Context: an optimization exercise on an open-source flow, tuned for small area, a short achievable clock period and few clock cycles. The choices shown serve that exercise and are no tape-out recipe. RTL that was checked went through simulation tests only; none was proved equivalent to the original. Power is estimated from default activity; no workload was simulated.

==> flow/design.v (excerpt) <==
module nes_bankbus (
    input             clk,
    input             rst,
    input      [7:0]  cfg_song,
    input      [7:0]  cfg_region,
    input      [15:0] cfg_init_addr,
    input      [15:0] cfg_play_addr,
    input      [15:0] cfg_load_addr,
    input      [15:0] cfg_vec_nmi,
    input      [15:0] cfg_vec_irq,
    input      [63:0] cfg_bank_init,
    input      [20:0] cfg_file_len,
    input             req_valid,
    output reg        req_ready,
    input      [1:0]  req_op,       
    input      [15:0] req_addr,
    input      [7:0]  req_wdata,
    output reg        resp_valid,
    output reg [7:0]  resp_rdata,
    output reg        resp_err,
    output reg        fault,
    output reg        fault_io,
    output reg        apu_valid,
    output     [15:0] apu_addr,
    output     [7:0]  apu_data,
    output reg        mem_en,
    output reg        mem_we,
    output reg [16:0] mem_addr,
    output reg [7:0]  mem_wdata,
    input      [7:0]  mem_rdata,
    output reg        file_en,
    output reg [20:0] file_addr,
    input      [7:0]  file_rdata,
    input             file_bad
);
    localparam S_IDLE = 0;    
    localparam S_BRD  = 1;    
    localparam S_RD1  = 2;    
    localparam S_RD2  = 3;    
    localparam S_BW0  = 4;    
    localparam S_BW1  = 5;    
    localparam S_BW2  = 6;    
    localparam S_BW3  = 7;    
    localparam S_ZST  = 8;    
    localparam S_ZERO = 9;    
    localparam S_LBS  = 10;   
    localparam S_SRCH = 11;   
    localparam S_FILL = 12;   
    localparam S_FEND = 13;   
    localparam S_DEC  = 14;   
    localparam S_EVS  = 15;   
    localparam NS = 16;
    reg [NS-1:0] st;
    reg [NS-1:0] nst;
    reg        rst_q;            
    reg [2:0]  kreg;             
    reg        lb_init;          
    reg        banked;           
    reg        flat;             
    reg        ffirst;           
    reg        err;              
    reg        sgn;              
    reg [3:0]  cs;               
    reg        touch_q;
    reg        rom_q;            
    reg        rsel;             
    reg        shim_q, vec_q;    
    reg        varsel;           
    reg        in_q, hlt_q, heq_q, llt_q;
    reg [3:0]  count;            
    reg [3:0]  win [0:7];
  ...
Settings: LEC_CHECK=0, ABC_AREA=1, CAP_MARGIN=20, CORE_MARGIN=2, CORE_UTILIZATION=40, PLACE_DENSITY=0.6, SLEW_MARGIN=20; clock period 12.0 ns.
standard.sh (not shown) runs the stock make flow with config.mk's settings and CLKGATE_MAP_FILE= SYNTH_SCRIPT=/design/flow/synth_recipe.tcl, a recipe that flattens the netlist after the stock synthesis.
==> flow/flow/run.sh <==
#!/bin/bash
# Standard ORFS layout, but the input and output port buffers are buf_1 cells
# instead of the default delay buffers, the clock tree uses clkbuf_8 buffers
# in clusters of 20 sinks without dummy loads, and timing repair aims for
# 8.6 ns of setup slack at the design's 12 ns clock. Each tool's output goes
# to a log here.
set -o pipefail
bash standard.sh "BUFFER_PORTS_ARGS=-buffer_cell sky130_fd_sc_hd__buf_1" \
  "CTS_ARGS=-sink_clustering_enable -repair_clock_nets -buf_list sky130_fd_sc_hd__clkbuf_8 -root_buf sky130_fd_sc_hd__clkbuf_8 -dont_use_dummy_load -sink_clustering_size 20" \
  "SETUP_SLACK_MARGIN=8.6" \
  finish > standard.log 2>&1
Testbench counts at the start, summed over its fixed seeds: cycles 545,789.
Change:
==> flow/flow/run.sh (replaced) <==
#!/bin/bash
# Standard ORFS layout, but the input and output port buffers are buf_1 cells
# instead of the default delay buffers, the clock tree uses clkbuf_8 buffers
# in clusters of 14 sinks without dummy loads, and timing repair aims for
# 8.45 ns of setup slack at the design's 12 ns clock. Each tool's output goes
# to a log here.
set -o pipefail
bash standard.sh "BUFFER_PORTS_ARGS=-buffer_cell sky130_fd_sc_hd__buf_1" \
  "CTS_ARGS=-sink_clustering_enable -repair_clock_nets -buf_list sky130_fd_sc_hd__clkbuf_8 -root_buf sky130_fd_sc_hd__clkbuf_8 -dont_use_dummy_load -sink_clustering_size 14 -sink_clustering_max_diameter 70" \
  "SETUP_SLACK_MARGIN=8.45" \
  finish > standard.log 2>&1
--- a/flow/config.mk
+++ b/flow/config.mk
@@ -8 +7,0 @@
-export ABC_AREA = 1
After rerunning:
- cell area falls by about 8%
- routed wire length falls by about 10%
- sequential share of layout area rises by 1.8 points
- critical path depth rises by 1
- setup slack degrades by 17 ps
- sequential cell count does not change
- synthesized cell count falls by 26%

---

Another version of the RTL of nes_bankbus (not shown whole).
For scale: ~1300 cells after synthesis, ~180 flip-flops, roughly 310 I/O pins, roughly 0.013 mm2 of cells after synthesis.
clock: 12.0 ns
lec_check: 0
cap_margin: 20
core_margin: 2
core_utilization: 40
place_density: 0.6
slew_margin: 20
run.sh (not shown) runs the stock make flow with config.mk's settings and CLKGATE_MAP_FILE= SYNTH_SCRIPT=/design/flow/synth_recipe.tcl, a recipe that flattens the netlist after the stock synthesis.
Stock flow here: none of the scripts above is used.
The starting point finished clean.
==> next run, changes <==
==> flow/flow/run.sh (new file) <==
#!/bin/bash
# Standard ORFS layout, but the input and output port buffers are buf_2 cells
# instead of the default delay buffers. Each tool's output goes to a log here.
set -o pipefail
bash standard.sh "BUFFER_PORTS_ARGS=-buffer_cell sky130_fd_sc_hd__buf_2" finish > standard.log 2>&1
==> flow/standard.sh (new file) <==
#!/bin/bash
# synth_recipe.tcl (not shown) runs the flow's synth.tcl, then flattens the netlist and writes it again
# the make line also repeats each setting of config.mk as NAME=value (left out here)
make -C /OpenROAD-flow-scripts/flow DESIGN_CONFIG=/design/flow/config.mk WORK_HOME=/design/flow/orfs CLKGATE_MAP_FILE= SYNTH_SCRIPT=/design/flow/synth_recipe.tcl "${@:-finish}"
removed: flow/run.sh
After rerunning: The new run finished with timing, DRC and antenna clean. Worst setup slack improved by 190 ps. Worst hold slack is worse by 4.6 ps. Via count drops by 0.96%. Clock power shrinks by about 2%. Count of clock-buffer cells in the layout is unchanged. Power came out lower by 4.8%.
No run of this note included a check of the RTL's function; only the layout flow was run.

---

Setup of v43:
nes_bankbus with an RTL version that a note above also has.
Size in the first run: about 1600 cells after synthesis, roughly 210 flip-flops, about 310 I/O pins, ~14000 µm² of cells after synthesis.
==> flow/design.v (excerpt) <==
module nes_bankbus (
    input             clk,
    input             rst,
    input      [7:0]  cfg_song,
    input      [7:0]  cfg_region,
    input      [15:0] cfg_init_addr,
    input      [15:0] cfg_play_addr,
    input      [15:0] cfg_load_addr,
    input      [15:0] cfg_vec_nmi,
    input      [15:0] cfg_vec_irq,
    input      [63:0] cfg_bank_init,
    input      [20:0] cfg_file_len,
    input             req_valid,
    output reg        req_ready,
    input      [1:0]  req_op,       
    input      [15:0] req_addr,
    input      [7:0]  req_wdata,
    output reg        resp_valid,
    output reg [7:0]  resp_rdata,
    output reg        resp_err,
    output reg        fault,
    output reg        fault_io,
    output reg        apu_valid,
    output     [15:0] apu_addr,
    output     [7:0]  apu_data,
    output reg        mem_en,
    output reg        mem_we,
    output reg [16:0] mem_addr,
    output reg [7:0]  mem_wdata,
    input      [7:0]  mem_rdata,
    output reg        file_en,
    output reg [20:0] file_addr,
    input      [7:0]  file_rdata,
    input             file_bad
);
    localparam S_IDLE = 0;    
    localparam S_BRD  = 1;    
    localparam S_RD1  = 2;    
    localparam S_RD2  = 3;    
    localparam S_BW0  = 4;    
    localparam S_BW1  = 5;    
    localparam S_BW2  = 6;    
    localparam S_BW3  = 7;    
    localparam S_ZST  = 8;    
    localparam S_ZERO = 9;    
    localparam S_LBS  = 10;   
    localparam S_SRCH = 11;   
    localparam S_FILL = 12;   
    localparam S_FEND = 13;   
    localparam S_DEC  = 14;   
    localparam S_EVS  = 15;   
    localparam NS = 16;
    reg [NS-1:0] st;
    reg [NS-1:0] nst;
    reg        rst_q;            
    reg [2:0]  kreg;             
    reg        lb_init;          
    reg        banked;           
    reg        flat;             
    reg        ffirst;           
    reg        err;              
    reg        sgn;              
    reg [3:0]  cs;               
    reg        touch_q;
    reg        rom_q;            
    reg        rsel;             
    reg        shim_q, vec_q;    
    reg        varsel;           
    reg        in_q, hlt_q, heq_q, llt_q;
    reg [3:0]  count;            
    reg [3:0]  win [0:7];
    reg [3:0]  lru [0:9];        
    reg [14:1] valid;            
    reg [3:0]  fnd;              
  ...
==> flow/config.mk <==
export PLATFORM = sky130hd
export DESIGN_NAME = nes_bankbus
export DESIGN_NICKNAME = nes_bankbus
export VERILOG_FILES = /design/flow/design.v
export SDC_FILE = /design/flow/constraint.sdc
export NUM_CORES = 4
export LEC_CHECK = 0
export CAP_MARGIN = 20
export CORE_MARGIN = 2
export CORE_UTILIZATION = 40
export PLACE_DENSITY = 0.6
export SLEW_MARGIN = 20
==> flow/constraint.sdc <==
create_clock -name core_clock -period 12.0 [get_ports {clk}]
set_input_delay 2.4000 -clock core_clock [delete_from_list [all_inputs] [get_ports {clk}]]
set_output_delay 2.4000 -clock core_clock [all_outputs]
set_load 0.01 [all_outputs]
standard.sh (not shown) runs the stock make flow with config.mk's settings and CLKGATE_MAP_FILE= SYNTH_SCRIPT=/design/flow/synth_recipe.tcl, a recipe that flattens the netlist after the stock synthesis.
==> flow/flow/run.sh <==
#!/bin/bash
# Standard ORFS layout, but the input and output port buffers are buf_1 cells
# instead of the default delay buffers, the clock tree uses clkbuf_8 buffers
# in clusters of 14 sinks without dummy loads, and timing repair aims for
# 8.2 ns of setup slack at the design's 12 ns clock. Each tool's output goes
# to a log here.
set -o pipefail
bash standard.sh "BUFFER_PORTS_ARGS=-buffer_cell sky130_fd_sc_hd__buf_1" \
  "CTS_ARGS=-sink_clustering_enable -repair_clock_nets -buf_list sky130_fd_sc_hd__clkbuf_8 -root_buf sky130_fd_sc_hd__clkbuf_8 -dont_use_dummy_load -sink_clustering_size 14 -sink_clustering_max_diameter 70" \
  "SETUP_SLACK_MARGIN=8.2" \
  finish > standard.log 2>&1
v43 went all the way through the flow, and no timing, DRC or antenna check failed.
Testbench counts of v43, summed over its fixed seeds: cycles 545,789.
Inputs modified between v43 and v4:
- setting ABC_AREA to 1 for the first time
==> flow/flow/run.sh <==
#!/bin/bash
# Standard ORFS layout, but the input and output port buffers are buf_1 cells
# instead of the default delay buffers, the clock tree uses clkbuf_8 buffers
# in clusters of 12 sinks without dummy loads, and timing repair aims for
# 8.6 ns of setup slack at the design's 12 ns clock. Each tool's output goes
# to a log here.
set -o pipefail
bash standard.sh "BUFFER_PORTS_ARGS=-buffer_cell sky130_fd_sc_hd__buf_1" \
  "CTS_ARGS=-sink_clustering_enable -repair_clock_nets -buf_list sky130_fd_sc_hd__clkbuf_8 -root_buf sky130_fd_sc_hd__clkbuf_8 -dont_use_dummy_load -sink_clustering_size 12" \
  "SETUP_SLACK_MARGIN=8.6" \
  finish > standard.log 2>&1
Notes after the runs:
- Going from v43 to v4, the adder-cell area share of the yosys netlist was found to have gone down by 0.18 points.
- Share of final layout cell area taken by clock buffers and inverters: v43 and v4 compared, lower one is v43
- Looking only at average footprint of a synthesized cell, and setting everything else aside, the higher value of v43 and v4 goes to v43.
- | cell count after placement | higher: v4 |
- Shortest period the worst path allows, v43 and v4: lower on v4
- Measured against each other, v43 and v4 differ in overall global routing resource usage, the lower figure coming from v43.
- A launching element of the worst setup path of mem_addr[3]$_DFF_P_ is what v43 shows, while mem_addr[0]$_DFFE_PP_ belongs to v4.
- Number of flops mapped to enable cells by yosys came out exactly the same in v43 and v4.
## Diff of input files: v51 against v4
==> flow/flow/run.sh <==
#!/bin/bash
# Standard ORFS layout, but the input and output port buffers are buf_1 cells
# instead of the default delay buffers, the clock tree uses clkbuf_8 buffers
# in clusters of 12 sinks without dummy loads, and timing repair aims for
# 7.0 ns of setup slack at the design's 12 ns clock. Each tool's output goes
# to a log here.
set -o pipefail
bash standard.sh "BUFFER_PORTS_ARGS=-buffer_cell sky130_fd_sc_hd__buf_1" \
  "CTS_ARGS=-sink_clustering_enable -repair_clock_nets -buf_list sky130_fd_sc_hd__clkbuf_8 -root_buf sky130_fd_sc_hd__clkbuf_8 -dont_use_dummy_load -sink_clustering_size 12" \
  "SETUP_SLACK_MARGIN=7.0" \
  finish > standard.log 2>&1
--- outcome ---
Number of buffers other than clock buffers in the final layout (v51 over v4): decrease, 69
Of the two values seen for endpoint of the most critical setup path, mem_addr[0] was produced by v4 and mem_addr[12]$_DFF_P_ by v51.
Going from v4 to v51, total routing resource utilization after global routing fell 1.3 points, relative contribution of sequential cells to total power rose 4.5 points.
Of the two values seen for beginning of the critical path, mem_addr[0]$_DFFE_PP_ was produced by v4 and req_addr[12] by v51.
Of v4 and v51, v51 shows the higher critical path depth, with v4 below it.
v51 — number of standard cells in the layout, taps in and fillers out 70 lower, v4 as reference
v4 was routed with more vias than v51.
As far as synthesized cell count goes, v4 and v51 are indistinguishable; the numbers are identical.
Compared with v4, in v51 worst supply voltage drop on vdd held, met2 global-route usage went down 2.9 points, summed instance area of the synthesized netlist held.
Here is what was changed in the inputs of v17 compared with v51.
==> flow/flow/run.sh <==
#!/bin/bash
# Standard ORFS layout, but the input and output port buffers are buf_1 cells
# instead of the default delay buffers, the clock tree uses clkbuf_8 buffers
# in clusters of 16 sinks without dummy loads, and timing repair aims for
# 8.4 ns of setup slack at the design's 12 ns clock. Each tool's output goes
# to a log here.
set -o pipefail
bash standard.sh "BUFFER_PORTS_ARGS=-buffer_cell sky130_fd_sc_hd__buf_1" \
  "CTS_ARGS=-sink_clustering_enable -repair_clock_nets -buf_list sky130_fd_sc_hd__clkbuf_8 -root_buf sky130_fd_sc_hd__clkbuf_8 -dont_use_dummy_load -sink_clustering_size 16 -sink_clustering_max_diameter 80" \
  "SETUP_SLACK_MARGIN=8.4" \
  finish > standard.log 2>&1
--- outcome ---
- Delta (v17 minus v51): part of the total power dissipated in combinational logic higher; sum of internal, switching and leakage power -about 9%.
- v17: clock network fraction of design power 8.3 points below v51
- Between v51 and v17, switching part of the total increased.
- On number of non-filler instances in the completed layout, v17 and v51 are neck and neck.
- Compared with v51, v17 shows a lower CTS H-tree depth.
- v51 → v17: setup slack now sits higher, clock period minus final worst setup slack now sits lower.
- Global-route usage: v17 lower than v51
- Final wirelength delta (v51 -> v17): insignificant
- The startpoint of the worst setup timing path comes out mem_addr[0]$_DFFE_PP_ in one run and req_addr[12] in the other, namely in v17 and v51 respectively.

-- port drivers added, routing unchanged --
Ports are ideal in the flow. The routed layouts listed here were re-timed in OpenROAD. Step 1: set_driving_cell puts a clkbuf_16 on clk and a buf_2 on each other input, an assumption about the parent block. Step 2 adds t to the input delays and takes it off the output delays; t is the mean of the earliest and latest rising clock arrival at the registers after step 1. Input paths then give back, and output paths get back, about the clock's delay inside the block. Slacks: no drivers / after step 1 / after step 2; pairs: no drivers / after step 1.
run | t, ns | setup slack, ns | clock arrival spread, ns | worst data-port slew with drivers (ns) | pins driven straight from the clock port
the first run of note 1 | 0.607 | 8.367 / 8.313 / 8.156 | 0.063 / 0.063 | 0.07 | 1
the second run of note 1 | 0.579 | 8.349 / 8.303 / 7.971 | 0.033 / 0.033 | 0.08 | 1
the first run of note 2 | 0.499 | 7.651 / 7.651 / 7.207 | 0.024 / 0.024 | 0.14 | 1
the second run of note 2 | 0.491 | 7.836 / 7.836 / 7.745 | 0.023 / 0.023 | 0.14 | 1
v43 | 0.577 | 8.261 / 8.216 / 7.715 | 0.030 / 0.030 | 0.07 | 1
v4 | 0.611 | 8.359 / 8.305 / 8.152 | 0.064 / 0.064 | 0.07 | 1
v51 | 0.581 | 7.593 / 7.614 / 7.034 | 0.043 / 0.043 | 0.08 | 1
v17 | 0.595 | 8.356 / 8.302 / 7.959 | 0.038 / 0.038 | 0.10 | 1
After both steps setup and hold are still met in every run listed. The setup slack of v51, which loses most, moves by +0.021 ns with the drivers and by -0.559 ns with both steps.
